From an optimization exercise on the open Yosys and OpenROAD flow, aimed at small area, a short achievable clock period and few clock cycles per item; shortcuts taken in it are not production practice.
In this exercise RTL edits were held to simulation tests only and were not proved equivalent to the original.
Power is estimated from default activity; no workload was simulated. The clock port is modelled as an ideal driver; clocking choices that lean on that would not hold on a real chip.

==> design/flow/flow/run.sh <==
#!/bin/bash
# Own flow: the standard layout, with the timing repair aimed at a
# shorter period than the 10 ns clock and no dummy loads in the clock tree.
set -euo pipefail
MARGIN=$(cat flow/margin.txt)
bash standard.sh \
  SETUP_SLACK_MARGIN="$MARGIN" \
  "CTS_ARGS=-sink_clustering_enable -repair_clock_nets -dont_use_dummy_load" \
  finish > orfs_flow.log 2>&1
==> design/flow/flow/margin.txt <==
6.4
==> design/flow/standard.sh <==
#!/bin/bash
# synth_recipe.tcl (not shown) runs the flow's synth.tcl, then flattens the netlist and writes it again
# the make line also repeats each setting of config.mk as NAME=value (left out here)
make -C /OpenROAD-flow-scripts/flow DESIGN_CONFIG=/design/flow/config.mk WORK_HOME=/design/flow/orfs CLKGATE_MAP_FILE= SYNTH_SCRIPT=/design/flow/synth_recipe.tcl "${@:-finish}"
==> design/flow/config.mk <==
export PLATFORM = sky130hd
export DESIGN_NAME = rbs_rx
export DESIGN_NICKNAME = rbs_rx
export VERILOG_FILES = /design/flow/design.v
export SDC_FILE = /design/flow/constraint.sdc
export NUM_CORES = 4
export LEC_CHECK = 0
export ABC_CLOCK_PERIOD_IN_PS = 3500
export CAP_MARGIN = 20
export CORE_MARGIN = 2
export CORE_UTILIZATION = 40
export PLACE_DENSITY = 0.6
export SLEW_MARGIN = 20
export SYNTH_MEMORY_MAX_BITS = 8192
==> design/flow/constraint.sdc <==
create_clock -name core_clock -period 10.0 [get_ports {clk}]
set_input_delay 2.0000 -clock core_clock [delete_from_list [all_inputs] [get_ports {clk}]]
set_output_delay 2.0000 -clock core_clock [all_outputs]
set_load 0.01 [all_outputs]
==> design/flow/design.v <==
module rbs_rx (
    input  wire       clk,
    input  wire       rst,         
    input  wire [7:0] my_addr,     
    input  wire       rx_valid,
    input  wire [7:0] rx_data,
    output wire       rx_ready,
    output wire       rd_valid,
    output wire [7:0] rd_data,
    input  wire       rd_ready,
    output reg        evt_valid,
    output reg  [2:0] evt_kind,
    output reg  [7:0] evt_src,
    output reg  [7:0] evt_seq,
    output reg  [7:0] evt_len
);
    localparam [7:0] CRC_POLY  = 8'h8C;    
    localparam [2:0] S_IDLE = 3'd0, S_LEN = 3'd1, S_DST = 3'd2, S_SRC = 3'd3,
                     S_SEQ  = 3'd4, S_PAY = 3'd5, S_CHK = 3'd6;
    localparam [2:0] EV_DATA = 3'd0, EV_DUP = 3'd1, EV_ACK = 3'd2,
                     EV_CRC  = 3'd3, EV_IGN = 3'd4;
    localparam RB_LOOPS = 48;              
    localparam LS_LOOPS = 64;              
    function [7:0] crc8_upd(input [7:0] c, input [7:0] b);
        integer i;
        reg [7:0] x;
        begin
            x = c ^ b;
            for (i = 0; i < 8; i = i + 1)
                x = x[0] ? ((x >> 1) ^ CRC_POLY) : (x >> 1);
            crc8_upd = x;
        end
    endfunction
    function [8:0] pinc(input [8:0] p);
        pinc = (p == 9'd383) ? 9'd0 : p + 9'd1;
    endfunction
    integer l, k;
    reg [2:0] ph;
    reg [1:0] clr_cnt;
    wire      clearing = rst || (clr_cnt != 2'd0);
    always @(posedge clk) begin
        if (rst) begin
            ph      <= 3'd0;
            clr_cnt <= 2'd3;
        end else begin
            ph      <= ph + 3'd1;
            if (clr_cnt != 2'd0)
                clr_cnt <= clr_cnt - 2'd1;
        end
    end
    reg       rx_rdy;
    reg       in_v;
    reg [7:0] in_b;
    reg [7:0] my_addr_r;
    assign rx_ready = rx_rdy;
    always @(posedge clk) begin
        in_v      <= rx_valid && rx_rdy && !rst;
        in_b      <= rx_data;
        my_addr_r <= my_addr;
    end
    reg [8*8*RB_LOOPS-1:0] rb;             
    reg [9*4*LS_LOOPS-1:0] ls;             
    reg       rb_we;
    reg [5:0] rb_wl;
    reg [7:0] rb_wd;
    reg       ls_we;
    reg [5:0] ls_wl;
    reg [8:0] ls_wd;
    always @(posedge clk) begin
        for (l = 0; l < RB_LOOPS; l = l + 1) begin
            for (k = 0; k < 7; k = k + 1)
                rb[(l*8+k)*8 +: 8] <= rb[(l*8+k+1)*8 +: 8];
            rb[(l*8+7)*8 +: 8] <= (rb_we && rb_wl == l) ? rb_wd : rb[(l*8)*8 +: 8];
        end
        for (l = 0; l < LS_LOOPS; l = l + 1) begin
            for (k = 0; k < 3; k = k + 1)
                ls[(l*4+k)*9 +: 9] <= ls[(l*4+k+1)*9 +: 9];
            if (ls_we && ls_wl == l)
                ls[(l*4+3)*9 +: 9] <= ls_wd;
            else
                ls[(l*4+3)*9 +: 9] <= {ls[(l*4)*9+8] && !clearing, ls[(l*4)*9 +: 8]};
        end
    end
    reg [2:0] st;
    reg       esc_skip;
    reg [7:0] crc;
    reg       t_data, t_ack, dst_ok;
    reg [7:0] f_len, f_src, f_seq;
    reg [7:0] rem;
    reg [7:0] used;          
    reg       dec_pend;
    reg       c_crc_ok, c_dst_ok, c_data, c_ack;
    reg [7:0] c_n;
    reg [8:0] head_c;        
    reg [8:0] head_v;        
    reg [8:0] wp;            
    reg [8:0] tail;          
    reg       out_v;
    reg [7:0] out_d;
    reg [9:0] fq [0:15];
    reg [3:0] fq_rd, fq_wr;
    reg [4:0] fq_cnt;
    assign rd_valid = out_v;
    assign rd_data  = out_d;
    wire   rd_take  = out_v && rd_ready;
    wire       is_fill  = (in_b == 8'h00) || (in_b == 8'hFF);
    wire       lbyte    = in_v && !esc_skip;
    wire [7:0] b        = in_b;
    wire [7:0] crc_next = crc8_upd(crc, b);
    wire [8:0] sum_u   = {1'b0, used} + {1'b0, f_len};
    reg  [7:0] n_pre;
    always @(posedge clk)
        n_pre <= sum_u[8] ? 8'd255 - used : f_len;
    wire [7:0] n_copy  = n_pre;
    wire [8:0] pr1 = ls[(f_src[7:2]*4+1)*9 +: 9];
    reg        dup;
    always @(posedge clk)
        dup <= pr1[8] && (pr1[7:0] == f_seq);
    wire       dec      = dec_pend && (ph[1:0] == f_src[1:0]);
    wire       accept   = c_crc_ok && c_dst_ok && c_data && !dup;
    reg  [8:0] c_head;       
    wire [9:0] hsum     = {1'b0, head_c} + {2'd0, n_copy};
    wire [8:0] head_n   = accept ? c_head : head_c;
    wire       chk      = lbyte && (st == S_CHK);
    wire       pay      = lbyte && (st == S_PAY);
    wire [9:0] fq_h     = fq[fq_rd];
    wire       fq_ne    = (fq_cnt != 5'd0);
    wire       w_mark   = fq_ne && fq_h[9];
    wire [2:0] ph_n     = ph + 3'd1;
    wire       w_byte   = fq_ne && !fq_h[9] && (ph_n == wp[2:0]);
    wire       fq_pop   = w_mark || w_byte;
    wire       fq_push  = pay || dec;
    wire       ld_out   = (!out_v || rd_take) && (tail != head_v) && (ph == tail[2:0]);
    wire [7:0] rb_tap   = rb[(tail[8:3]*8)*8 +: 8];
    always @(posedge clk) begin
        rb_we <= w_byte && !rst;
        rb_wl <= wp[8:3];
        rb_wd <= fq_h[7:0];
    end
    always @(*) begin
        ls_we = dec && accept;
        ls_wl = f_src[7:2];
        ls_wd = {1'b1, f_seq};
    end
    always @(posedge clk) begin
        if (fq_push)
            fq[fq_wr] <= pay ? {2'b00, b} : {1'b1, head_n};
    end
    always @(posedge clk) begin
        if (rst) begin
            st        <= S_IDLE;
            esc_skip  <= 1'b0;
            used      <= 8'd0;
            dec_pend  <= 1'b0;
            head_c    <= 9'd0;
            head_v    <= 9'd0;
            wp        <= 9'd0;
            tail      <= 9'd0;
            out_v     <= 1'b0;
            fq_rd     <= 4'd0;
            fq_wr     <= 4'd0;
            fq_cnt    <= 5'd0;
            rx_rdy    <= 1'b1;
            evt_valid <= 1'b0;
        end else begin
            evt_valid <= 1'b0;
            rx_rdy    <= (fq_cnt <= 5'd10);
            if (in_v)
                esc_skip <= esc_skip ? 1'b0 : is_fill;
            if (lbyte) begin
                case (st)
                    S_IDLE: begin
                        t_data <= (b == 8'h01);
                        t_ack  <= (b == 8'h02);
                        crc    <= crc8_upd(8'h00, b);
                        st     <= S_LEN;
                    end
                    S_LEN: begin
                        f_len <= (b > 8'd128) ? 8'd128 : b;
                        crc   <= crc_next;
                        st    <= S_DST;
                    end
                    S_DST: begin
                        dst_ok <= (b == my_addr_r);
                        crc    <= crc_next;
                        st     <= S_SRC;
                    end
                    S_SRC: begin
                        f_src <= b;
                        crc   <= crc_next;
                        st    <= S_SEQ;
                    end
                    S_SEQ: begin
                        f_seq <= b;
                        crc   <= crc_next;
                        rem   <= f_len;
                        st    <= (f_len == 8'd0) ? S_CHK : S_PAY;
                    end
                    S_PAY: begin
                        crc <= crc_next;
                        rem <= rem - 8'd1;
                        if (rem == 8'd1)
                            st <= S_CHK;
                    end
                    default: begin
                        st       <= S_IDLE;
                        dec_pend <= 1'b1;
                        c_crc_ok <= (b == crc);
                        c_dst_ok <= dst_ok;
                        c_data   <= t_data;
                        c_ack    <= t_ack;
                        c_n      <= n_copy;
                        c_head   <= (hsum >= 10'd384) ? hsum - 10'd384 : hsum[8:0];
                    end
                endcase
            end
            if (dec) begin
                dec_pend  <= 1'b0;
                evt_valid <= 1'b1;
                evt_src   <= f_src;
                evt_seq   <= f_seq;
                evt_len   <= accept ? c_n : 8'd0;
                if (!c_crc_ok)
                    evt_kind <= EV_CRC;
                else if (!c_dst_ok)
                    evt_kind <= EV_IGN;
                else if (c_data)
                    evt_kind <= dup ? EV_DUP : EV_DATA;
                else if (c_ack)
                    evt_kind <= EV_ACK;
                else
                    evt_kind <= EV_IGN;
                head_c <= head_n;
            end
            if (fq_push)
                fq_wr <= fq_wr + 4'd1;
            if (fq_pop)
                fq_rd <= fq_rd + 4'd1;
            fq_cnt <= fq_cnt + {4'd0, fq_push} - {4'd0, fq_pop};
            if (w_mark) begin
                wp     <= fq_h[8:0];
                head_v <= fq_h[8:0];
            end else if (w_byte)
                wp <= pinc(wp);
            if (ld_out) begin
                out_d <= rb_tap;
                tail  <= pinc(tail);
                out_v <= 1'b1;
            end else if (rd_take)
                out_v <= 1'b0;
            used <= used + ((dec && accept) ? c_n : 8'd0) - {7'd0, rd_take};
        end
    end
endmodule
==> summary.txt, run 1 <==
Status
  • Status: complete, no violations

Drt
  • Vias: 60000
  • # DRC: 0
  • Antenna-violating nets left: 0
  • DR pass1 iterations: 7
  • DRT iter0 DRCs: 3067
  • Drt via density: 4.45
  • Drt total wl: 260000 um
  • DR WL/cell: 19.2 um

Logic synthesis
  • Share of the synthesized area in the top cell type: 77.0%
  • Syn. warnings: 1
  • Top_reg_cell synth: dfxtp_1
  • Leading post-synthesis cells by cell area: dfxtp_1, mux2_2, edfxtp_1
  • Gate Count Post-Synth: 8351
  • Synth async-reset ratio: 0%
  • Post-synth EDFFs: 259
  • Synthesized flop and latch total: 5750
  • Post-synthesis sequential area ratio: 82.5%
  • Syn_area_per_cell: 17.1 um^2
  • Area leader, netlist: dfxtp_1
  • Unique masters post-synth: 68
  • Syn nets: 8423
  • Synth Cell Area: 143000 um^2

Die
  • Cell Rows: 219
  • Die width: 601 um
  • Die Area: 362000 um^2
  • IO Count: 58
  • Initial Util: 40.2%
  • Die height: 601 um
  • Core footprint: 355000 um^2

STA
  • Unrepaired setup endpoints after global routing: yes
  • Actual slew at the worst max-slew pin: 1.22 ns
  • Fin crit share: 36.8%
  • Slew headroom: 18.4%
  • Final setup fails: 0
  • Final hold vios: 0
  • Skew final: 0.0871 ns
  • Max-slew violations: 0
  • Tmin final: 3.68 ns
  • Fmax: 272 MHz
  • Setup TNS: 0 ns

Power
  • Cell Int Power: 0.0322 W
  • Clock network power share: 38.9%
  • Switch share: 20.0%
  • Combinational Power Share: 2.9%
  • Sequential group share of total power: 58.3%
  • Worst vdd rail ir drop: 205 uV
  • Sw Pwr: 0.00805 W
  • P per Cell Area: 249 nW/um^2
  • Leakage: 63.4 nW

Layout
  • Share of layout cells above drive strength 1: 22.2%
  • Fill count: 30300
  • Nets@finish: 8810
  • Most common cell after layout, fill and taps aside: dfxtp_1
  • Fin util: 45.5%
  • Commonest cells after routing, fill and taps aside: dfxtp_1, mux2_2, clkbuf_16
  • Register area: 118000 um^2
  • Area of the multi-input gates: 24200 um^2
  • Synth-to-layout area growth: 13.2%

Worst setup path
  • Setup crit start kind: register
  • Worst Setup End Kind: register
  • Crit Path Category: reg2reg
  • Worst-path fanout max: 27
  • Worst EP required: 10.79 ns
  • WP data arrival: 4.46 ns

CTS
  • CTS sink cnt: 5750
  • Clock root cell: clkbuf_16
  • Bufs on Longest Clock Path: 4
  • Clock Pin Slew Worst Setup and Hold Paths: 0.06 ns
  • # H-tree levels: 5
  • CTS tree: done
  • Clock Latency Late Sink: 0.94 ns
  • CTS buffer count: 484

Placed design
  • GP Congestion: 0.761
  • I/O Buffers: 57
  • Post-DP HPWL: 154000 um

Hold path
  • Hold crit path type: reg2reg

Global route
  • Overflow left after global routing: 0
  • Initial antenna violation count: 7
  • Total GRT Usage: 14.1%
  • Via count of the first global-routing pass: 63400
  • First-pass GRT wire length: 394000 um
  • Largest net degree at the start of global routing: 69

Job
  • Max Cap Viol: 0
[critical path: stages, from the launching register on]
cell and delay (ns):
edfxtp_1 0.56, clkbuf_16 0.35, buf_12 0.30, mux4_2 0.57, a22o_1 0.34, a221oi_1 0.41, o22ai_1 0.18, nor3_2 0.29
xor2_1 0.17, nand2_1 0.08, nor4b_2 0.25
[timing repair]
item,4_1_cts,5_1_grt
resized for setup,176,34
pin swaps,2,3
buffers inserted,2,5
hold buffers,0,0
gates cloned,3,2
setup endpoints to repair,589,162
[state kept, by name, summed over array words and instances, names as in the netlist, 9 cells and up, named ones only]
name / flops
tail: 9
head_c: 9
wp: 9
head_v: 9
rb: 3072
c_head: 9
ls: 2304
fq: 160
[through the flow]
step                      cell area, um^2  total power (W)  cells  setup slack (ns)  hold slack [ns]
final                              162000           0.0403  13500              6.32            0.270
after detailed placement           149000           0.0251  13000              5.25            0.312
after global placement             149000           0.0251  13000              4.99            0.310
after floorplan                    143000           0.0246   8351              6.27            0.310
after global routing               162000           0.0416  13500              6.21            0.271
after CTS                          161000           0.0406  13500              6.12            0.274
[final timing paths]
check                               from        to  slack [ns]  cells past startpoint
worst max-delay path            f_src[2]       dup        6.32                     10
worst min-delay path            rb[2594]  rb[2586]        0.27                      0
worst max register to register  f_src[2]       dup        6.32                     10
worst min register to register  rb[2594]  rb[2586]        0.27                      0
[final cells by class]
| class | instances | area share [%] |
|---|---|---|
| well taps | 4751 | 3.68 |
| inverters | 52 | 0.123 |
| multi-input cells | 2298 | 15.0 |
| diodes | 5 | 0.00774 |
| repair buffers | 152 | 0.880 |
| clock buffers | 484 | 7.49 |
| flip-flops and latches | 5750 | 72.8 |
[routing by layer]
metal / vias up / routed length, um / GRT usage [%]
met1: 30100 / 125000 / 19.7
met2: 924 / 118000 / 22.6
li1: 28500 / - / -
met3: 482 / 8840 / 2.08
met4: 0 / 7370 / 4.50
met5: - / 0 / 0
[power by group through the flow]
stage          clock network [W]  registers (W)  logic, W
2_1_floorplan                  0         0.0239  0.000744
3_3_place_gp                   0         0.0240   0.00110
3_5_place_dp                   0         0.0240   0.00110
4_1_cts                   0.0160         0.0235   0.00115
5_1_grt                   0.0169         0.0235   0.00126
6_report                  0.0156         0.0235   0.00116
[cells in the mapped netlist, drive strengths merged, types with 2 or more instances]
library cell / instances
and3: 10
mux2: 904
xnor2: 69
or2: 9
o211ai: 4
ha: 49
nor3b: 9
inv: 52
a22o: 4
a221oi: 11
mux2i: 85
nand3b: 8
nand3: 19
o21bai: 6
nor2: 153
nor2b: 36
buf: 77
nor4: 10
a211oi: 12
and2: 18
a22oi: 20
xor2: 47
a311oi: 2
or3: 3
a32oi: 5
edfxtp: 259
a21o: 38
a41o: 2
fa: 3
o22ai: 7
nand2: 262
a31o: 2
nor4b: 2
nand4: 16
dfxtp: 5491
and4: 3
o21ai: 45
nor3: 27
a31oi: 5
and4b: 2
or3b: 2
nand2b: 19
a21oi: 65
mux4: 295
clkbuf: 174
[kinds of logic (layout without fill, tap and decap cells)]
kind of cell	Yosys count	in the layout	share of synthesized area, %
fa+ha+maj	52	52	0.472
xor+xnor	116	116	0.712
mux	1284	1284	12.4
flops	5750	5750	82.5
buf+inv	303	688	0.878
other cells	0	5	0
compound gates	237	237	1.09
simple gates	609	609	1.99
Testbench counts, summed over its fixed seeds: cycles 68,034, frames 960.
==> inputs of run 2 (changes only) <==
--- a/design/flow/config.mk
+++ b/design/flow/config.mk
@@ -8,7 +8,7 @@
 export ABC_CLOCK_PERIOD_IN_PS = 3500
 export CAP_MARGIN = 20
 export CORE_MARGIN = 2
-export CORE_UTILIZATION = 40
-export PLACE_DENSITY = 0.6
+export CORE_UTILIZATION = 55
+export PLACE_DENSITY = 0.7
 export SLEW_MARGIN = 20
 export SYNTH_MEMORY_MAX_BITS = 8192
==> run 2 against run 1 <==
- non-clock buffer count decreased by 4
- die area decreased by 27%
- first-iteration DRC count increased by 9.7%
- utilization rose by 17 points
- design area shrank 0.43%
- final cell count fell by 9.7%
- critical path depth shrank 9
- worst hold slack gained 0.0087 ns
- sequential share of layout area up 0.31 points
- routed wire length down 1.7%
- largest power group unchanged
- global-route usage rose by 5.2 points
- synthesized cell count unchanged
==> summary.txt, run 2 <==
Logic synthesis
  • Synthesized flop and latch total: 5750 (unchanged)
  • Commonest cells in the netlist: dfxtp_1, mux2_2, mux4_2
  • Synth async-reset ratio: 0% (unchanged)
  • Top_reg_cell synth: dfxtp_1
  • Area leader, netlist: dfxtp_1
  • Syn. warnings: 1 (unchanged)
  • Post-synthesis sequential area ratio: 82.5% (unchanged)
  • Syn_area_per_cell: 17.1 um^2 (unchanged)
  • Unique masters post-synth: 68 (unchanged)
  • Synth Cell Area: 143000 um^2 (unchanged)
  • Leading post-synthesis cells by cell area: dfxtp_1, mux2_2, edfxtp_1
  • Syn nets: 8423 (unchanged)
  • Share of the synthesized area in the top cell type: 77.0% (unchanged)
  • Gate Count Post-Synth: 8351 (unchanged)
  • Top-count cell post-synth: dfxtp_1
  • Post-synth EDFFs: 259 (unchanged)

Die
  • Die width: 513 um (-15%)
  • IO Count: 58 (unchanged)
  • Core footprint: 259000 um^2 (-27%)
  • Die Area: 264000 um^2 (-27%)
  • Cell Rows: 187 (-15%)
  • Die height: 513 um (-15%)
  • Initial Util: 55.2% (+15 points)

CTS
  • Bufs on Longest Clock Path: 4 (unchanged)
  • CTS tree: done
  • # H-tree levels: 6 (+1)
  • Clock Pin Slew Worst Setup and Hold Paths: 0.07 ns (about the same)
  • CTS sink cnt: 5750 (unchanged)
  • CTS buffer count: 526 (+8.7%)
  • Clock root cell: clkbuf_16
  • Clock Latency Late Sink: 0.89 ns (-0.05 ns)
  • CTS Hold Bufs: 0 (unchanged)

Drt
  • Drt via density: 5.00 (+12%)
  • # DRC: 0 (unchanged)
  • Drt total wl: 255000 um (-1.7%)
  • DR pass1 iterations: 5 (-2)
  • DR WL/cell: 20.9 um (+8.9%)
  • DRT iter0 DRCs: 3366 (+9.7%)
  • Antenna-violating nets left: 0 (unchanged)
  • Vias: 60900 (+1.5%)

Hold path
  • Hold crit path type: reg2reg
  • Hold_sp: rb[1207]
  • WHS Endpoint: rb[1199]
  • WHS Path Cells: 0 (unchanged)

Power
  • Worst vdd rail ir drop: 208 uV (+1.2%)
  • Leakage: 64.0 nW (+0.86%)
  • P per Cell Area: 256 nW/um^2 (+2.8%)

STA
  • Actual slew at the worst max-slew pin: 1.20 ns (-0.0209 ns)
  • Final setup fails: 0 (unchanged)
  • Fmax: 278 MHz (+2.4%)
  • Final hold vios: 0 (unchanged)
  • Fin crit share: 35.9% (-0.87 points)
  • Tmin final: 3.59 ns (-0.0871 ns)
  • Unrepaired setup endpoints after global routing: yes
  • Setup ws final: 6.41 ns (+0.0871 ns)
  • Hold slack: 0.279 ns (+0.00872 ns)
  • Max-slew violations: 0 (unchanged)
  • Slew headroom: 20.0% (+1.5 points)
  • Skew final: 0.0702 ns (-0.0169 ns)
  • Setup TNS: 0 ns (unchanged)

Layout
  • Largest registers: rb: 3072 flops, ls: 2304 flops, fq: 160 flops
  • Reg with most FFs: rb
  • Most common cell after layout, fill and taps aside: dfxtp_1
  • Synth-to-layout area growth: 12.8%
  • Max reg flops: 3072 (unchanged)
  • Share of layout cells above drive strength 1: 22.3% (+0.13 points)
  • Nets@finish: 8848 (+0.43%)
  • Commonest cells after routing, fill and taps aside: dfxtp_1, mux2_2, clkbuf_16

Worst setup path
  • Setup crit start kind: register
  • CP delay by family, top: flip-flops
  • Worst-path cell chain: buf_2
  • Worst Setup End Kind: primary output
  • Largest stage delay, worst path: 0.51 ns (-0.06 ns)
  • Register-to-Register Setup Slack: 6.46 ns (+0.14 ns)
  • R2R depth: 18 (+8)
  • CP max-delay cell: edfxtp_1
  • Reg-to-reg endpoint: fq_cnt[4]
  • Worst-path fanout max: 1 (-96%)
  • Worst EP required: 8.00 ns (-2.79 ns)
  • WP data arrival: 1.59 ns (-2.87 ns)
  • WP buf/inv: 1 (-1)
  • Crit Path Category: reg2out

Global route
  • Initial antenna violation count: 10 (+3)
  • Total GRT Usage: 19.3% (+5.2 points)
  • Largest net degree at the start of global routing: 76 (+10%)
  • Via count of the first global-routing pass: 65200 (+2.8%)
  • First-pass GRT wire length: 392000 um (-0.63%)
  • Overflow left after global routing: 0 (unchanged)

Placed design
  • I/O Buffers: 57 (unchanged)
  • GP Congestion: 0.789 (+3.7%)
  • Place WS: 5.22 ns (-0.0328 ns)
  • Post-DP HPWL: 145000 um (-5.4%)

Job
  • Max Cap Viol: 0 (unchanged)

Status
  • Status: complete, no violations
## run 2: cell counts after synthesis
Identical to the previous run, type by type.
## run 2: kinds of logic (layout without fill, tap and decap cells)
| group | after synthesis | in the layout | share of synthesized area, % |
|---|---|---|---|
| AO/OA/AOI/OAI | 237 | 237 | 1.09 |
| XOR/XNOR | 116 | 116 | 0.712 |
| adder cells (fa/ha/maj) | 52 | 52 | 0.472 |
| buffers and inverters | 303 | 726 | 0.878 |
| flip-flops | 5750 | 5750 | 82.5 |
| multiplexers | 1284 | 1284 | 12.4 |
| other | 0 | 6 | 0 |
| AND/OR/NAND/NOR | 609 | 609 | 1.99 |
## run 2: worst max-delay path by stage
| stage | startpoint | slack [ns] | to | cells past startpoint |
|---|---|---|---|---|
| 3_5_place_dp | rd_ready | 5.22 | out_d[5] | 4 |
| 4_1_cts | register | 6.18 | fq_cnt[4] | 18 |
| 2_1_floorplan | rd_ready | 6.27 | used[6] | 12 |
| 3_3_place_gp | rd_ready | 5.26 | out_d[0] | 4 |
| 6_report | evt_src[0] | 6.41 | evt_src[0] | 1 |
| 5_1_grt | register | 6.27 | fq_cnt[4] | 18 |
## run 2: through the flow
| stage | utilization [%] | total power [W] | std cells | cell area [um^2] |
|---|---|---|---|---|
| 2_1_floorplan | - | 0.0246 | 8351 | 143000 |
| 3_3_place_gp | 56.9 | 0.0250 | 11600 | 147000 |
| 3_5_place_dp | 56.9 | 0.0250 | 11600 | 147000 |
| 4_1_cts | 62.1 | 0.0415 | 12200 | 161000 |
| 5_1_grt | 62.2 | 0.0425 | 12200 | 161000 |
| 6_report | 62.2 | 0.0412 | 12200 | 161000 |
## run 2: layout make-up
type | count | area [um^2]
sequential | 5750 | 118000
fill | 18000 | 97900
multi-input combinational | 2298 | 24100
clock buffer | 526 | 13200
tap | 3402 | 4260
timing repair buffer | 148 | 1420
inverter | 52 | 199
antenna | 6 | 15.0
## run 2: repair_timing
item | 4_1_cts | 5_1_grt
cloned | 4 | 3
endpoints found under the setup margin | 781 | 107
buffers inserted | 3 | 9
pin swaps | 2 | 2
gates resized for setup | 173 | 24
## run 2: per-layer routing
metal / wire [um] / GRT usage [%] / vias to the layer above / share of wire, %
li1: - / - / 28600 / -
met1: 119000 / 26.9 / 30600 / 47
met2: 118000 / 31.1 / 1205 / 46
met3: 10600 / 3.03 / 483 / 4.1
met4: 7600 / 6.38 / 0 / 3.0
met5: 0 / 0 / - / 0
## run 2: report_power, final
| group | switching, W | internal [W] |
|---|---|---|
| Clock | 0.00737 | 0.00924 |
| Sequential | 0.000141 | 0.0233 |
| Combinational | 0.000686 | 0.000469 |
| Total | 0.00820 | 0.0330 |
==> inputs of run 3 (changes only) <==
--- a/design/flow/design.v
+++ b/design/flow/design.v
@@ -91,6 +91,7 @@
     reg       dec_pend;
     reg       c_crc_ok, c_dst_ok, c_data, c_ack;
     reg [7:0] c_n;
+    reg [7:0] c_src;         
     reg [8:0] head_c;        
     reg [8:0] head_v;        
     reg [8:0] wp;            
@@ -112,15 +113,21 @@
     always @(posedge clk)
         n_pre <= sum_u[8] ? 8'd255 - used : f_len;
     wire [7:0] n_copy  = n_pre;
-    wire [8:0] pr1 = ls[(f_src[7:2]*4+1)*9 +: 9];
-    reg        dup;
-    always @(posedge clk)
-        dup <= pr1[8] && (pr1[7:0] == f_seq);
-    wire       dec      = dec_pend && (ph[1:0] == f_src[1:0]);
-    wire       accept   = c_crc_ok && c_dst_ok && c_data && !dup;
+    reg  [8:0] pr;
+    reg        dup, acc, dec;
+    wire [1:0] ph_n2    = ph[1:0] + 2'd1;
+    wire       dup_n    = pr[8] && (pr[7:0] == f_seq);
+    always @(posedge clk) begin
+        pr  <= ls[(f_src[7:2]*4+2)*9 +: 9];
+        dup <= dup_n;
+        acc <= c_crc_ok && c_dst_ok && c_data && !dup_n;
+        dec <= dec_pend && !dec && !rst && (ph_n2 == f_src[1:0]);
+    end
+    wire       accept   = acc;
     reg  [8:0] c_head;       
     wire [9:0] hsum     = {1'b0, head_c} + {2'd0, n_copy};
     wire [8:0] head_n   = accept ? c_head : head_c;
+    wire [7:0] used_a   = (dec && accept) ? used + c_n : used;
     wire       chk      = lbyte && (st == S_CHK);
     wire       pay      = lbyte && (st == S_PAY);
     wire [9:0] fq_h     = fq[fq_rd];
@@ -138,8 +145,8 @@
         rb_wd <= fq_h[7:0];
     end
     always @(*) begin
-        ls_we = dec && accept;
-        ls_wl = f_src[7:2];
+        ls_we = dec && accept && !rst;
+        ls_wl = c_src[7:2];
         ls_wd = {1'b1, f_seq};
     end
     always @(posedge clk) begin
@@ -210,6 +217,7 @@
                         c_data   <= t_data;
                         c_ack    <= t_ack;
                         c_n      <= n_copy;
+                        c_src    <= f_src;
                         c_head   <= (hsum >= 10'd384) ? hsum - 10'd384 : hsum[8:0];
                     end
                 endcase
@@ -217,7 +225,7 @@
             if (dec) begin
                 dec_pend  <= 1'b0;
                 evt_valid <= 1'b1;
-                evt_src   <= f_src;
+                evt_src   <= c_src;
                 evt_seq   <= f_seq;
                 evt_len   <= accept ? c_n : 8'd0;
                 if (!c_crc_ok)
@@ -248,7 +256,7 @@
                 out_v <= 1'b1;
             end else if (rd_take)
                 out_v <= 1'b0;
-            used <= used + ((dec && accept) ? c_n : 8'd0) - {7'd0, rd_take};
+            used <= rd_take ? used_a - 8'd1 : used_a;
         end
     end
 endmodule
==> design/flow/flow/margin.txt (replaced) <==
6.6
==> run 3 against run 2 <==
- maximum frequency grew 0.14%
- utilization grew 0.20 points
- worst hold slack lost 0.027 ns
==> summary.txt, run 3 <==
Status
  • Status: complete, no violations

Drt
  • Met3 WL: 11900 um (+13%)
  • Drt total wl: 256000 um (+0.29%)
  • DRT iter0 DRCs: 3508 (+4.2%)
  • DR pass1 iterations: 5 (unchanged)
  • Vias: 60800 (-0.12%)
  • Antenna-violating nets left: 0 (unchanged)
  • Highest metal used: met5
  • Drt via density: 5.00 (about the same)
  • # DRC: 0 (unchanged)
  • DR WL/cell: 21.0 um (+0.37%)
  • Met1 wire length: 124000 um (+4.2%)
  • Met2 wire length: 114000 um (-3.3%)

Global route
  • First-pass GRT wire length: 389000 um (-0.74%)
  • Via count of the first global-routing pass: 64200 (-1.4%)
  • Initial antenna violation count: 9 (-1)
  • Largest net degree at the start of global routing: 94 (+24%)
  • Total GRT Usage: 19.1% (-0.16 points)
  • Overflow left after global routing: 0 (unchanged)

Logic synthesis
  • Top-count cell post-synth: dfxtp_1
  • Top_reg_cell synth: dfxtp_1
  • Largest family of logic cells by synthesized area: multiplexers
  • Compound-Gate Fraction of Synth Area: 1.06% (-0.025 points)
  • Leading post-synthesis cells by cell area: dfxtp_1, mux2_2, edfxtp_1
  • Area leader, netlist: dfxtp_1
  • Unique masters post-synth: 72 (+5.9%)
  • Syn nets: 8394 (-0.34%)
  • Syn. warnings: 1 (unchanged)
  • Synth Area in Simple Gates: 2.12% (+0.13 points)
  • Post-synth EDFFs: 267 (+3.1%)
  • Post-synthesis mux area share: 12.5% (+0.13 points)
  • Synthesized flop and latch total: 5769 (+0.33%)
  • Post-Synth Adder-Cell Area: 0.417% (-0.055 points)
  • Synth Cell Area: 143000 um^2 (+0.54%)
  • Syn_area_per_cell: 17.2 um^2 (+0.82%)
  • Post-synthesis xor/xnor area fraction: 0.682% (-0.030 points)
  • Synth async-reset ratio: 0% (unchanged)
  • Post-synthesis sequential area ratio: 82.4% (-0.12 points)
  • Gate Count Post-Synth: 8328 (-0.28%)
  • Commonest cells in the netlist: dfxtp_1, mux2_2, mux4_2
  • Share of the synthesized area in the top cell type: 76.8% (-0.26 points)

Layout
  • Area of the multi-input gates: 24500 um^2 (+1.6%)
  • Reg with most FFs: rb
  • Most common cell after layout, fill and taps aside: dfxtp_1
  • Synth-to-layout area growth: 12.8% (about the same)
  • Largest registers: rb: 3072 flops, ls: 2304 flops, fq: 160 flops
  • Commonest cells after routing, fill and taps aside: dfxtp_1, mux2_2, clkbuf_16
  • Nets@finish: 8835 (-0.15%)
  • Max reg flops: 3072 (unchanged)
  • Share of layout cells above drive strength 1: 22.3% (about the same)
  • Register area: 118000 um^2 (+0.40%)
  • Non-Filler Cell Area, Final: 162000 um^2 (+0.59%)
  • Fill count: 17800 (-0.92%)

Placed design
  • I/O Buffers: 57 (unchanged)
  • GP Congestion: 0.809 (+2.5%)
  • Post-DP HPWL: 149000 um (+2.3%)
  • Post-DP Area: 148000 um^2 (+0.51%)

CTS
  • Bufs on Longest Clock Path: 4 (unchanged)
  • Clock Pin Slew Worst Setup and Hold Paths: 0.06 ns (about the same)
  • CTS Hold Bufs: 0 (unchanged)
  • Clock Latency Late Sink: 1.01 ns (+0.12 ns)
  • CTS tree: done
  • # H-tree levels: 6 (unchanged)
  • Clock root cell: clkbuf_16
  • CTS sink cnt: 5769 (+0.33%)
  • CTS buffer count: 521 (-0.95%)

STA
  • Skew final: 0.138 ns (+0.0679 ns)
  • Setup TNS: 0 ns (unchanged)
  • Slew headroom: 21.2% (+1.2 points)
  • Tmin final: 3.59 ns (-0.00519 ns)
  • Fin crit share: 35.9% (-0.052 points)
  • Unrepaired setup endpoints after global routing: yes
  • Final hold vios: 0 (unchanged)
  • Actual slew at the worst max-slew pin: 1.17 ns (-0.0245 ns)
  • Max-slew violations: 0 (unchanged)
  • Fmax: 279 MHz (+0.14%)
  • Final setup fails: 0 (unchanged)

Worst setup path
  • Worst-path cell chain: buf_2
  • CP max-delay cell: edfxtp_1
  • Critical Path Stages: 1 (unchanged)
  • Largest stage delay, worst path: 0.45 ns (-0.06 ns)
  • R2R depth: 16 (-2)
  • Setup crit start kind: register
  • WP buf/inv: 1 (unchanged)
  • CP delay by family, top: flip-flops
  • WP data arrival: 1.59 ns (about the same)
  • Worst Setup End Kind: primary output
  • Worst-path fanout max: 1 (unchanged)
  • Crit Path Category: reg2out
  • Worst EP required: 8.00 ns (about the same)

Die
  • Die width: 515 um (+0.27%)
  • Initial Util: 55.3% (+0.15 points)
  • Core footprint: 259000 um^2 (+0.27%)
  • Die Area: 265000 um^2 (+0.54%)
  • IO Count: 58 (unchanged)
  • Die height: 515 um (+0.27%)
  • Cell Rows: 187 (unchanged)

Job
  • Max Cap Viol: 0 (unchanged)

Hold path
  • WHS Path Cells: 0 (unchanged)
  • Hold crit path type: reg2reg

Power
  • P per Cell Area: 252 nW/um^2 (-1.5%)
  • Leakage: 64.1 nW (+0.17%)
  • Worst vdd rail ir drop: 194 uV (-6.7%)
run 3: cell type report:
| class | instances | area share [%] |
|---|---|---|
| inverter | 31 | 0.0765 |
| timing repair buffer | 165 | 1.06 |
| multi-input combinational | 2280 | 15.2 |
| timing repair inverter | 1 | 0.00464 |
| clock buffer | 521 | 8.05 |
| tap | 3402 | 2.63 |
| sequential | 5769 | 73.0 |
| antenna | 3 | 0.00464 |
run 3: worst reg2reg max path, delay by kind of cell, from the launching register on:
kind                       cells  cell delay (ns)
AOI/OAI and AO/OA              1             0.23
xor gates and xnor gates       1             0.16
adders and majority gates      3             0.91
buffers and inverters          3             0.47
DFF                            1             0.33
muxes                          2             0.66
and+or+nand+nor                6             0.51
run 3: metrics by stage:
stage / cells / setup slack, ns / power (W) / utilization [%] / hold slack [ns]
detailed placement: 11600 / 4.91 / 0.0248 / 57.0 / 0.312
global placement: 11600 / 4.99 / 0.0248 / 57.0 / 0.310
floorplan: 8328 / 6.18 / 0.0244 / - / 0.310
global route: 12200 / 6.35 / 0.0421 / 62.4 / 0.244
CTS: 12100 / 6.33 / 0.0411 / 62.2 / 0.242
finish: 12200 / 6.41 / 0.0408 / 62.4 / 0.252
run 3: kinds of logic after synthesis:
family,after synthesis
flops,5769
fa+ha+maj,46
mux,1272
buf+inv,282
simple gates,614
compound gates,235
xor+xnor,110
run 3: path summary, 6_finish.rpt:
check	from	endpoint	slack (ns)
hold / removal	rb[393]	rb[385]	0.25
setup reg to reg	register	fq_cnt[4]	6.60
hold reg to reg	rb[393]	rb[385]	0.25
setup / recovery	evt_src[4]	evt_src[4]	6.41
run 3: layer usage:
metal	global-route usage (%)	vias up
met5	0	-
met1	28.0	30400
met4	5.50	2
li1	-	28700
met3	3.33	463
met2	29.4	1283
run 3: timing repair:
item | in CTS | in global routing
endpoints found under the setup margin | 777 | 255
pin swaps | 21 | 11
cloned | 5 | 2
buffers inserted | 25 | 21
resized for setup | 194 | 23
run 3: where the power goes:
group          leakage, nW  total [W]  internal [W]  switching (W)
Sequential            46.8     0.0234        0.0233       0.000102
Combinational         10.9   0.000907      0.000336       0.000571
Clock                 6.42     0.0165       0.00913        0.00737
Testbench counts of run 3, summed over its fixed seeds: cycles 68,034, frames 960.
==> inputs of run 4 (changes only) <==
==> design/flow/flow/run.sh (replaced) <==
#!/bin/bash
# Own flow: the standard layout, with the timing repair aimed at a
# shorter period than the 10 ns clock, larger clock sink clusters and no
# dummy loads in the clock tree.
set -euo pipefail
MARGIN=$(cat flow/margin.txt)
bash standard.sh \
  SETUP_SLACK_MARGIN="$MARGIN" \
  "CTS_ARGS=-sink_clustering_enable -repair_clock_nets -dont_use_dummy_load -sink_clustering_size 30 -sink_clustering_max_diameter 80" \
  finish > orfs_flow.log 2>&1
==> run 4 against run 3 <==
- critical path type unchanged
- global-route usage fell by 0.79 points
- critical endpoint is now rd_data[2]
- sequential cell count is the same
- combinational power hardly changed
- utilization is 3.0 points lower
- largest power group unchanged
==> summary.txt, run 4 <==
Worst setup path
  • Worst Setup End Kind: primary output
  • Crit Path Category: reg2out
  • CP max-delay cell: edfxtp_1
  • Worst-path fanout max: 1 (unchanged)
  • CP delay by family, top: flip-flops
  • Setup crit start kind: register
  • Worst-path cell chain: buf_2
  • Largest stage delay, worst path: 0.50 ns (+0.05 ns)
  • WP buf/inv: 1 (unchanged)
  • Worst EP required: 8.00 ns (about the same)
  • WP data arrival: 1.55 ns (-0.04 ns)
  • Register-to-Register Setup Slack: 6.58 ns (-0.02 ns)

Global route
  • Overflow left after global routing: 0 (unchanged)
  • First-pass GRT wire length: 371000 um (-4.5%)
  • Via count of the first global-routing pass: 60100 (-6.4%)
  • Initial antenna violation count: 8 (-1)
  • Largest net degree at the start of global routing: 94 (unchanged)
  • Total GRT Usage: 18.4% (-0.79 points)

Logic synthesis
  • Leading post-synthesis cells by cell area: dfxtp_1, mux2_2, edfxtp_1
  • Syn_area_per_cell: 17.2 um^2 (unchanged)
  • Synth Cell Area: 143000 um^2 (unchanged)
  • Post-synth EDFFs: 267 (unchanged)
  • Synth async-reset ratio: 0% (unchanged)
  • Gate Count Post-Synth: 8328 (unchanged)
  • Share of the synthesized area in the top cell type: 76.8% (unchanged)
  • Area leader, netlist: dfxtp_1
  • Syn nets: 8394 (unchanged)
  • Top-count cell post-synth: dfxtp_1
  • Top_reg_cell synth: dfxtp_1
  • Post-synthesis sequential area ratio: 82.4% (unchanged)
  • Synthesized flop and latch total: 5769 (unchanged)
  • Syn. warnings: 1 (unchanged)
  • Commonest cells in the netlist: dfxtp_1, mux2_2, mux4_2
  • Unique masters post-synth: 72 (unchanged)

Layout
  • Synth-to-layout area growth: 7.43%
  • Max reg flops: 3072 (unchanged)
  • Register area: 118000 um^2 (unchanged)
  • Share of layout cells above drive strength 1: 19.5% (-2.8 points)
  • Reg with most FFs: rb
  • Layout Cells excl Fill: 11900 (-2.6%)
  • Most common cell after layout, fill and taps aside: dfxtp_1
  • Non-Filler Cell Area, Final: 154000 um^2 (-4.8%)
  • Nets@finish: 8522 (-3.5%)
  • Area of the multi-input gates: 24600 um^2 (+0.14%)
  • Largest registers: rb: 3072 flops, ls: 2304 flops, fq: 160 flops
  • Fin util: 59.4% (-3.0 points)
  • Commonest cells after routing, fill and taps aside: dfxtp_1, mux2_2, mux4_2
  • Fill count: 18800 (+5.7%)

STA
  • Skew final: 0.0954 ns (-0.0427 ns)
  • Setup TNS: 0 ns (unchanged)
  • Final hold vios: 0 (unchanged)
  • Max-slew violations: 0 (unchanged)
  • Tmin final: 3.55 ns (-0.0402 ns)
  • Final setup fails: 0 (unchanged)
  • Actual slew at the worst max-slew pin: 1.21 ns (+0.0380 ns)
  • Slew headroom: 18.5% (-2.7 points)
  • Unrepaired setup endpoints after global routing: yes
  • Fin crit share: 35.5% (-0.40 points)
  • Setup ws final: 6.45 ns (+0.0402 ns)
  • Fmax: 282 MHz (+1.1%)

Placed design
  • DP Cell Count: 11600 (unchanged)
  • GP Congestion: 0.809 (unchanged)
  • Post-DP HPWL: 149000 um (unchanged)
  • Place WS: 4.91 ns (unchanged)
  • I/O Buffers: 57 (unchanged)
  • Post-DP Area: 148000 um^2 (unchanged)

Die
  • Die Area: 265000 um^2 (unchanged)
  • Die width: 515 um (unchanged)
  • Core footprint: 259000 um^2 (unchanged)
  • IO Count: 58 (unchanged)
  • Die height: 515 um (unchanged)
  • Initial Util: 55.3% (unchanged)
  • Cell Rows: 187 (unchanged)

CTS
  • CTS tree: done
  • Clock root cell: clkbuf_16
  • CTS sink cnt: 5769 (unchanged)
  • CTS buffer count: 214 (-59%)
  • Bufs on Longest Clock Path: 3 (-1)
  • Clock Pin Slew Worst Setup and Hold Paths: 0.11 ns (+0.05 ns)
  • CTS Hold Bufs: 0 (unchanged)
  • # H-tree levels: 4 (-2)
  • Clock Latency Late Sink: 0.91 ns (-0.10 ns)

Status
  • Status: complete, no violations

Power
  • Switch share: 20.1% (+0.40 points)
  • P per Cell Area: 223 nW/um^2 (-12%)
  • Leakage: 60.3 nW (-6.0%)
  • Clock network power share: 29.3% (-11 points)
  • Combinational Power Share: 2.6% (+0.4 points)
  • Worst vdd rail ir drop: 222 uV (+14%)
  • Cell Int Power: 0.0275 W (-16%)
  • Sw Pwr: 0.00691 W (-14%)
  • Sequential group share of total power: 68.0% (+11 points)

Drt
  • Drt via density: 4.94 (-1.1%)
  • Antenna-violating nets left: 0 (unchanged)
  • Drt total wl: 245000 um (-4.1%)
  • DRT iter0 DRCs: 3719 (+6.0%)
  • # DRC: 0 (unchanged)
  • DR pass1 iterations: 5 (unchanged)
  • Vias: 58600 (-3.6%)
  • DR WL/cell: 20.7 um (-1.5%)

Job
  • Max Cap Viol: 0 (unchanged)

Hold path
  • Hold crit path type: reg2reg
==> run 4: per-stage QoR <==
stage / hold slack, ns / total power (W)
after floorplan: 0.310 / 0.0244
after global placement: 0.310 / 0.0248
after detailed placement: 0.312 / 0.0248
after CTS: 0.266 / 0.0346
after global routing: 0.273 / 0.0355
final: 0.261 / 0.0344
==> run 4: logic make-up after synthesis <==
kind of cell	Yosys count	share of synthesized area (%)
AO/OA/AOI/OAI	235	1.06
XOR/XNOR	110	0.682
adder cells (fa/ha/maj)	46	0.417
buffers and inverters	282	0.858
flip-flops	5769	82.4
multiplexers	1272	12.5
AND/OR/NAND/NOR	614	2.12
==> run 4: metal layers <==
layer	part of all wire [%]	routed length [um]	vias to the layer above	track usage (%)
li1	-	-	28000	-
met1	50	124000	29400	27.7
met2	44	108000	920	28.2
met3	3.9	9470	306	2.78
met4	1.7	4190	0	3.68
met5	0	0	-	0
==> run 4: cell type report <==
type	instances	share of cell area (%)
multi-input cells	2282	15.9
clock buffers	214	3.47
flip-flops and latches	5769	76.7
inverters	31	0.0804
repair buffers	157	1.06
repair inverters	1	0.00487
well taps	3402	2.76
diodes	3	0.00487
==> run 4: path summary, 6_finish.rpt <==
| kind | startpoint | to | cells past startpoint |
|---|---|---|---|
| setup / recovery | out_d[2] | rd_data[2] | 1 |
| hold / removal | rb[1108] | rb[1100] | 0 |
| setup reg to reg | tail[4] | out_d[5] | 7 |
| hold reg to reg | rb[1108] | rb[1100] | 0 |
==> run 4: power by group through the flow <==
stage | sequential, W | clock [W] | combinational, W
2_1_floorplan | 0.0239 | 0 | 0.000559
3_3_place_gp | 0.0239 | 0 | 0.000852
3_5_place_dp | 0.0239 | 0 | 0.000861
4_1_cts | 0.0234 | 0.0103 | 0.000889
5_1_grt | 0.0234 | 0.0111 | 0.000980
6_report | 0.0234 | 0.0101 | 0.000909
==> run 4: repair_timing <==
item | in CTS | in global routing
buffers inserted | 27 | 9
gates resized for setup | 200 | 24
cloned | 8 | 1
pin swaps | 23 | 4
setup endpoints to repair | 801 | 178
==> inputs of run 5 (changes only) <==
--- a/design/flow/design.v
+++ b/design/flow/design.v
@@ -36,16 +36,16 @@
     endfunction
     integer l, k;
     reg [2:0] ph;
-    reg [1:0] clr_cnt;
-    wire      clearing = rst || (clr_cnt != 2'd0);
+    reg [2:0] clr_cnt;
+    wire      clearing = (clr_cnt != 3'd0);
     always @(posedge clk) begin
         if (rst) begin
             ph      <= 3'd0;
-            clr_cnt <= 2'd3;
+            clr_cnt <= 3'd4;
         end else begin
             ph      <= ph + 3'd1;
-            if (clr_cnt != 2'd0)
-                clr_cnt <= clr_cnt - 2'd1;
+            if (clr_cnt != 3'd0)
+                clr_cnt <= clr_cnt - 3'd1;
         end
     end
     reg       rx_rdy;
@@ -102,7 +102,8 @@
     reg [3:0] fq_rd, fq_wr;
     reg [4:0] fq_cnt;
     assign rd_valid = out_v;
-    assign rd_data  = out_d;
+    reg  [7:0] rd_q;         
+    assign rd_data  = rd_q;
     wire   rd_take  = out_v && rd_ready;
     wire       is_fill  = (in_b == 8'h00) || (in_b == 8'hFF);
     wire       lbyte    = in_v && !esc_skip;
@@ -130,6 +131,21 @@
     wire [7:0] used_a   = (dec && accept) ? used + c_n : used;
     wire       chk      = lbyte && (st == S_CHK);
     wire       pay      = lbyte && (st == S_PAY);
+    always @(posedge clk) begin
+        evt_src <= c_src;
+        evt_seq <= f_seq;
+        evt_len <= accept ? c_n : 8'd0;
+        if (!c_crc_ok)
+            evt_kind <= EV_CRC;
+        else if (!c_dst_ok)
+            evt_kind <= EV_IGN;
+        else if (c_data)
+            evt_kind <= dup ? EV_DUP : EV_DATA;
+        else if (c_ack)
+            evt_kind <= EV_ACK;
+        else
+            evt_kind <= EV_IGN;
+    end
     wire [9:0] fq_h     = fq[fq_rd];
     wire       fq_ne    = (fq_cnt != 5'd0);
     wire       w_mark   = fq_ne && fq_h[9];
@@ -145,10 +161,12 @@
         rb_wd <= fq_h[7:0];
     end
     always @(*) begin
-        ls_we = dec && accept && !rst;
+        ls_we = dec && accept;
         ls_wl = c_src[7:2];
         ls_wd = {1'b1, f_seq};
     end
+    always @(posedge clk)
+        rd_q <= ld_out ? rb_tap : out_d;
     always @(posedge clk) begin
         if (fq_push)
             fq[fq_wr] <= pay ? {2'b00, b} : {1'b1, head_n};
@@ -225,20 +243,7 @@
             if (dec) begin
                 dec_pend  <= 1'b0;
                 evt_valid <= 1'b1;
-                evt_src   <= c_src;
-                evt_seq   <= f_seq;
-                evt_len   <= accept ? c_n : 8'd0;
-                if (!c_crc_ok)
-                    evt_kind <= EV_CRC;
-                else if (!c_dst_ok)
-                    evt_kind <= EV_IGN;
-                else if (c_data)
-                    evt_kind <= dup ? EV_DUP : EV_DATA;
-                else if (c_ack)
-                    evt_kind <= EV_ACK;
-                else
-                    evt_kind <= EV_IGN;
-                head_c <= head_n;
+                head_c    <= head_n;
             end
             if (fq_push)
                 fq_wr <= fq_wr + 4'd1;
==> run 5 against run 4 <==
- synthesized cell count is 0.83% higher
- clock skew up 0.055 ns
- worst setup slack better by 0.10 ns
- largest cell class unchanged
==> summary.txt, run 5 <==
Status
  • Status: complete, no violations

Hold path
  • Hold crit path type: reg2reg
  • WHS Path Cells: 0 (unchanged)
  • Hold_sp: rb[1643]
  • WHS Endpoint: rb[1635]

STA
  • Unrepaired setup endpoints after global routing: yes
  • Max-slew violations: 0 (unchanged)
  • Skew final: 0.151 ns (+0.0553 ns)
  • Final setup fails: 0 (unchanged)
  • Actual slew at the worst max-slew pin: 1.20 ns (-0.0156 ns)
  • Final hold vios: 0 (unchanged)
  • Setup TNS: 0 ns (unchanged)
  • Fmax: 290 MHz (+3.0%)
  • Fin crit share: 34.4% (-1.0 points)
  • Tmin final: 3.44 ns (-0.103 ns)
  • Setup ws final: 6.56 ns (+0.103 ns)
  • Slew headroom: 20.3% (+1.8 points)

Layout
  • Largest registers: rb: 3072 flops, ls: 2304 flops, fq: 160 flops
  • Synth-to-layout area growth: 6.98%
  • Nets@finish: 8566 (+0.52%)
  • Share of layout cells above drive strength 1: 19.5% (about the same)
  • Fill count: 19000 (+0.92%)
  • Most common cell after layout, fill and taps aside: dfxtp_1
  • Commonest cells after routing, fill and taps aside: dfxtp_1, mux2_2, mux4_2
  • Max reg flops: 3072 (unchanged)
  • Reg with most FFs: rb

Power
  • Cell Int Power: 0.0276 W (+0.28%)
  • Switch share: 20.3% (+0.22 points)
  • P per Cell Area: 225 nW/um^2 (+1.1%)
  • Sw Pwr: 0.00702 W (+1.7%)
  • Worst vdd rail ir drop: 203 uV (-8.5%)
  • Clock network power share: 29.3% (about the same)
  • Sequential group share of total power: 67.9% (about the same)
  • Leakage: 60.3 nW (about the same)
  • Combinational Power Share: 2.8% (+0.2 points)

Logic synthesis
  • Top_reg_cell synth: dfxtp_1
  • Unique masters post-synth: 78 (+8.3%)
  • Synth Cell Area: 143000 um^2 (about the same)
  • Leading post-synthesis cells by cell area: dfxtp_1, mux2_2, edfxtp_1
  • Syn. warnings: 1 (unchanged)
  • Compound-Gate Fraction of Synth Area: 1.29% (+0.23 points)
  • Top-count cell post-synth: dfxtp_1
  • Synth async-reset ratio: 0% (unchanged)
  • Post-synthesis mux area share: 12.2% (-0.27 points)
  • Gate Count Post-Synth: 8397 (+0.83%)
  • Largest family of logic cells by synthesized area: multiplexers
  • Synthesized flop and latch total: 5778 (+0.16%)
  • Synth Area in Simple Gates: 2.14% (+0.020 points)
  • Share of the synthesized area in the top cell type: 77.3% (+0.56 points)
  • Post-synthesis sequential area ratio: 82.3% (about the same)
  • Post-synthesis xor/xnor area fraction: 0.669% (-0.013 points)
  • Post-synth EDFFs: 240 (-10%)
  • Area leader, netlist: dfxtp_1
  • Commonest cells in the netlist: dfxtp_1, mux2_2, mux4_2
  • Syn nets: 8464 (+0.83%)
  • Syn_area_per_cell: 17.1 um^2 (-0.89%)
  • Post-Synth Adder-Cell Area: 0.426% (+0.0090 points)

Global route
  • Total GRT Usage: 18.6% (+0.21 points)
  • Initial antenna violation count: 4 (-4)
  • Overflow left after global routing: 0 (unchanged)
  • Via count of the first global-routing pass: 60700 (+0.90%)
  • Largest net degree at the start of global routing: 104 (+11%)
  • First-pass GRT wire length: 375000 um (+1.0%)

Drt
  • Drt via density: 4.97 (+0.57%)
  • Antenna-violating nets left: 0 (unchanged)
  • DR WL/cell: 20.8 um (+0.56%)
  • # DRC: 0 (unchanged)
  • Vias: 59200 (+0.93%)
  • DR pass1 iterations: 5 (unchanged)
  • Drt total wl: 248000 um (+0.93%)
  • DRT iter0 DRCs: 3680 (-1.0%)

Die
  • Die height: 515 um (about the same)
  • IO Count: 58 (unchanged)
  • Core footprint: 259000 um^2 (unchanged)
  • Initial Util: 55.3% (about the same)
  • Cell Rows: 187 (unchanged)
  • Die width: 515 um (about the same)
  • Die Area: 265000 um^2 (about the same)

Worst setup path
  • Worst-path cell chain: buf_6
  • WP buf/inv: 1 (unchanged)
  • R2R depth: 16 (+9)
  • WP data arrival: 1.44 ns (-0.11 ns)
  • Crit Path Category: reg2out
  • CP delay by family, top: flip-flops
  • Worst EP required: 8.00 ns (about the same)
  • Worst Setup End Kind: primary output
  • CP max-delay cell: dfxtp_4
  • Reg-to-reg endpoint: fq_cnt[4]
  • Largest stage delay, worst path: 0.43 ns (-0.07 ns)
  • Register-to-Register Setup Slack: 6.65 ns (+0.07 ns)
  • Setup crit start kind: register
  • Worst-path fanout max: 1 (unchanged)

Placed design
  • Place WS: 5.31 ns (+0.405 ns)
  • GP Congestion: 0.822 (+1.6%)
  • Post-DP HPWL: 150000 um (+0.70%)
  • I/O Buffers: 57 (unchanged)

CTS
  • Clock root cell: clkbuf_16
  • Bufs on Longest Clock Path: 3 (unchanged)
  • Clock Pin Slew Worst Setup and Hold Paths: 0.11 ns (about the same)
  • # H-tree levels: 4 (unchanged)
  • CTS buffer count: 215 (+0.47%)
  • CTS sink cnt: 5778 (+0.16%)
  • Clock Latency Late Sink: 0.93 ns (+0.02 ns)
  • CTS tree: done

Job
  • Max Cap Viol: 0 (unchanged)
run 5: changes by cell type after synthesis, sizes merged, moves of 5 or more:
cell,before,now
a21oi,57,67
edfxtp,267,240
dfxtp,5502,5538
a221oi,8,13
nor2,175,169
mux4,327,307
a21o,36,22
nand2,234,264
and3,9,14
nor2b,33,27
a22oi,11,31
mux2,903,909
nand4,18,12
run 5: cell type report:
type,count,area [um^2],share of cell area [%]
timing repair buffer,138,1240,0.809
antenna,3,7.51,0.00489
inverter,34,135,0.0881
sequential,5778,118000,77.0
tap,3402,4260,2.77
multi-input combinational,2332,24200,15.8
clock buffer,215,5380,3.51
run 5: layer usage:
metal  share of wire (%)  global-route usage [%]
met1                  49                    27.2
met2                  45                    29.4
met3                 3.6                    2.54
met4                 2.0                    4.31
met5                   0                       0
run 5: kinds of logic (layout without fill, tap and decap cells):
logic type                 after synthesis  in the layout
DFF                                   5778           5778
muxes                                 1255           1255
and+or+nand+nor                        649            649
buffers and inverters                  288            387
AOI/OAI and AO/OA                      273            274
xor gates and xnor gates               107            107
adders and majority gates               47             47
other                                    0              3
run 5: worst max path at each step:
stage | from | to | slack (ns) | depth (start not counted)
5_1_grt | register | fq_cnt[4] | 6.49 | 16
6_report | rd_q[6] | rd_data[6] | 6.56 | 1
4_1_cts | out_v | rd_valid | 6.34 | 1
2_1_floorplan | rst | c_ack | 6.61 | 4
3_3_place_gp | rd_ready | tail[7] | 5.27 | 7
3_5_place_dp | rd_ready | tail[3] | 5.31 | 7
run 5: power groups by stage:
stage / Combinational (W) / Sequential (W) / Clock [W]
after global placement: 0.000880 / 0.0240 / 0
after global routing: 0.00103 / 0.0235 / 0.0111
after CTS: 0.000940 / 0.0235 / 0.0103
final: 0.000957 / 0.0235 / 0.0101
after detailed placement: 0.000901 / 0.0240 / 0
after floorplan: 0.000585 / 0.0239 / 0
run 5: per-stage QoR:
stage	utilization, %	area [um^2]	cells	power, W	hold WS [ns]
6_report	59.1	153000	11900	0.0346	0.229
5_1_grt	59.1	153000	11900	0.0357	0.230
4_1_cts	59.0	153000	11900	0.0348	0.224
3_5_place_dp	56.9	148000	11700	0.0249	0.312
3_3_place_gp	56.9	148000	11700	0.0249	0.310
2_1_floorplan	-	143000	8397	0.0245	0.310
run 5: what timing repair did:
item                                    in CTS  in global routing
buffers inserted                             8                  9
hold endpoints to repair                     0                  0
gates cloned                                 2                  0
gates resized for setup                    224                 22
hold buffers                                 0                  0
pin swaps                                    2                  4
endpoints found under the setup margin     273                131
Testbench counts of run 5, summed over its fixed seeds: cycles 68,034, frames 960.
==> inputs of run 6 (changes only) <==
==> design/flow/flow/margin.txt (replaced) <==
6.8
==> run 6 against run 5 <==
- still clean
- design area is 0.13% higher
- worst setup slack better by 0.030 ns
- sequential power hardly changed
- critical endpoint is now rd_data[1]
==> summary.txt, run 6 <==
Placed design
  • GP Congestion: 0.783 (-4.7%)
  • I/O Buffers: 57 (unchanged)
  • Post-DP HPWL: 153000 um (+1.9%)

Power
  • Switch share: 20.3% (+0.026 points)
  • Leakage: 60.4 nW (+0.11%)
  • Sw Pwr: 0.00703 W (+0.14%)
  • Combinational Power Share: 2.9% (about the same)
  • P per Cell Area: 225 nW/um^2 (-0.12%)
  • Sequential group share of total power: 67.9% (about the same)
  • Worst vdd rail ir drop: 218 uV (+7.2%)
  • Clock network power share: 29.3% (about the same)
  • Cell Int Power: 0.0275 W (about the same)
  • Power, Total: 0.0346 W (about the same)

Logic synthesis
  • Synth Area in Simple Gates: 2.14% (unchanged)
  • Synth async-reset ratio: 0% (unchanged)
  • Largest family of logic cells by synthesized area: multiplexers
  • Synth Cell Area: 143000 um^2 (unchanged)
  • Post-Synth Adder-Cell Area: 0.426% (unchanged)
  • Post-synthesis xor/xnor area fraction: 0.669% (unchanged)
  • Post-synthesis sequential area ratio: 82.3% (unchanged)
  • Compound-Gate Fraction of Synth Area: 1.29% (unchanged)
  • Post-synthesis mux area share: 12.2% (unchanged)
  • Share of the synthesized area in the top cell type: 77.3% (unchanged)
  • Syn_area_per_cell: 17.1 um^2 (unchanged)
  • Top_reg_cell synth: dfxtp_1
  • Syn nets: 8464 (unchanged)
  • Leading post-synthesis cells by cell area: dfxtp_1, mux2_2, edfxtp_1
  • Post-synth EDFFs: 240 (unchanged)
  • Top-count cell post-synth: dfxtp_1
  • Syn. warnings: 1 (unchanged)
  • Area leader, netlist: dfxtp_1
  • Unique masters post-synth: 78 (unchanged)
  • Gate Count Post-Synth: 8397 (unchanged)
  • Commonest cells in the netlist: dfxtp_1, mux2_2, mux4_2
  • Synthesized flop and latch total: 5778 (unchanged)

STA
  • Fin crit share: 34.1% (-0.30 points)
  • Setup TNS: 0 ns (unchanged)
  • Max-slew violations: 0 (unchanged)
  • Skew final: 0.105 ns (-0.0455 ns)
  • Final setup fails: 0 (unchanged)
  • Actual slew at the worst max-slew pin: 1.13 ns (-0.0697 ns)
  • Tmin final: 3.41 ns (-0.0297 ns)
  • Slew headroom: 24.6% (+4.4 points)
  • Final hold vios: 0 (unchanged)
  • Fmax: 293 MHz (+0.87%)
  • Unrepaired setup endpoints after global routing: yes

Worst setup path
  • CP max-delay cell: dfxtp_4
  • Largest stage delay, worst path: 0.41 ns (-0.02 ns)
  • R2R depth: 6 (-10)
  • Reg2reg start: f_src[3]
  • Worst-path cell chain: buf_6
  • Setup crit start kind: register
  • WP data arrival: 1.41 ns (-0.03 ns)
  • Crit. Startpoint: rd_q[1]
  • Crit Path Category: reg2out
  • Critical Path Stages: 1 (unchanged)
  • Worst Setup End Kind: primary output
  • WP buf/inv: 1 (unchanged)
  • CP delay by family, top: flip-flops
  • Worst EP required: 8.00 ns (about the same)
  • Worst-path fanout max: 1 (unchanged)

Drt
  • DRT iter0 DRCs: 3696 (+0.43%)
  • Drt via density: 4.98 (+0.17%)
  • Antenna-violating nets left: 0 (unchanged)
  • DR pass1 iterations: 5 (unchanged)
  • DR WL/cell: 21.2 um (+2.0%)
  • Drt total wl: 253000 um (+2.1%)
  • # DRC: 0 (unchanged)
  • Vias: 59300 (+0.29%)

CTS
  • CTS tree: done
  • # H-tree levels: 4 (unchanged)
  • Clock Latency Late Sink: 0.90 ns (-0.03 ns)
  • CTS buffer count: 214 (-0.47%)
  • CTS sink cnt: 5778 (unchanged)
  • Clock Pin Slew Worst Setup and Hold Paths: 0.11 ns (about the same)
  • Clock root cell: clkbuf_16
  • Bufs on Longest Clock Path: 3 (unchanged)

Die
  • Cell Rows: 187 (unchanged)
  • IO Count: 58 (unchanged)
  • Die width: 515 um (unchanged)
  • Initial Util: 55.3% (unchanged)
  • Die height: 515 um (unchanged)
  • Die Area: 265000 um^2 (unchanged)
  • Core footprint: 259000 um^2 (unchanged)

Layout
  • Max reg flops: 3072 (unchanged)
  • Nets@finish: 8578 (+0.14%)
  • Largest registers: rb: 3072 flops, ls: 2304 flops, fq: 160 flops
  • Reg with most FFs: rb
  • Commonest cells after routing, fill and taps aside: dfxtp_1, mux2_2, mux4_2
  • Fill count: 18800 (-0.74%)
  • Register area: 118000 um^2 (about the same)
  • Area of the multi-input gates: 24200 um^2 (about the same)
  • Synth-to-layout area growth: 7.12%
  • Most common cell after layout, fill and taps aside: dfxtp_1
  • Share of layout cells above drive strength 1: 19.8% (+0.28 points)

Global route
  • Overflow left after global routing: 0 (unchanged)
  • Via count of the first global-routing pass: 61300 (+1.1%)
  • Initial antenna violation count: 6 (+2)
  • Total GRT Usage: 19.0% (+0.41 points)
  • First-pass GRT wire length: 382000 um (+1.9%)
  • Largest net degree at the start of global routing: 68 (-35%)

Job
  • Max Cap Viol: 0 (unchanged)

Status
  • Status: complete, no violations

Hold path
  • Hold crit path type: reg2reg
  • WHS Path Cells: 0 (unchanged)
  • Hold_sp: rb[1903]
[run 6: path summary, 6_finish.rpt]
path | end | slack, ns
setup / recovery | rd_data[1] | 6.59
hold / removal | rb[1895] | 0.29
setup reg to reg | pr[5] | 6.87
hold reg to reg | rb[1895] | 0.29
[run 6: repair_timing]
item                                    CTS  global route
gates cloned                              4             0
endpoints found under the setup margin  381            73
buffers inserted                         12             9
pin swaps                                 3             9
hold buffers                              0             0
gates resized for setup                 258            23
[run 6: power groups by stage]
stage                     Clock, W  Combinational (W)  Sequential [W]
after CTS                   0.0103           0.000968          0.0235
after floorplan                  0           0.000588          0.0239
after detailed placement         0           0.000921          0.0240
after global placement           0           0.000902          0.0240
after global routing        0.0111            0.00106          0.0235
final                       0.0101           0.000986          0.0235
[run 6: cell families after synthesis]
| group | after synthesis |
|---|---|
| buf+inv | 288 |
| mux | 1255 |
| flops | 5778 |
| compound gates | 273 |
| xor+xnor | 107 |
| simple gates | 649 |
| fa+ha+maj | 47 |
[run 6: final cells by class]
class	instances	share of cell area, %
multi-input combinational	2332	15.8
sequential	5778	76.9
inverter	34	0.0945
timing repair buffer	150	0.929
clock buffer	214	3.49
tap	3402	2.77
timing repair inverter	1	0.00489
antenna	5	0.00815
[run 6: per-stage QoR]
step           utilization, %  setup WS [ns]  hold slack, ns  instances  instance area [um^2]
2_1_floorplan               -           6.68           0.310       8397                143000
3_3_place_gp             56.9           5.36           0.309      11700                148000
3_5_place_dp             56.9           5.38           0.312      11700                148000
4_1_cts                  59.1           6.37           0.281      11900                153000
5_1_grt                  59.2           6.51           0.286      11900                154000
6_report                 59.2           6.59           0.288      11900                154000
[run 6: layer usage]
layer	part of all wire, %	GRT usage, %
met5	0	0
met4	2.2	4.37
met3	3.6	2.43
met2	47	31.1
met1	48	27.0

afterwards: timing with drivers on the ports:
In the flow no input, the clock included, has a driving cell. The finished layouts below were timed again as built, in two steps. Step 1 sets driving cells, clkbuf_16 on the clock port and buf_2 on the other inputs (assumed; they add their load-dependent delay and slew). Step 2, shift: input delay + t, output delay - t, t = (earliest + latest rising clock arrival at the registers) / 2. This alone moves slack from input paths to output paths. Slacks: ideal / step 1 / step 2; pairs: ideal / step 1.
run	t, ns	slack for setup (ns)	worst setup path after step 2	worst data-port slew with drivers (ns)
run 1	0.992	6.322 / 6.322 / 5.577	input to register	0.12
run 2	0.950	6.409 / 6.313 / 5.687	input to register	0.04
run 3	1.028	6.414 / 6.321 / 5.676	input to register	0.04
run 4	0.942	6.454 / 6.361 / 5.717	input to register	0.04
run 5	0.955	6.557 / 6.464 / 5.705	input to register	0.11
run 6	0.938	6.587 / 6.497 / 6.014	input to register	0.12
After both steps every run listed still meets setup and hold. The setup slack of run 5, which loses most, moves by -0.093 ns with the drivers and by -0.852 ns with both steps.
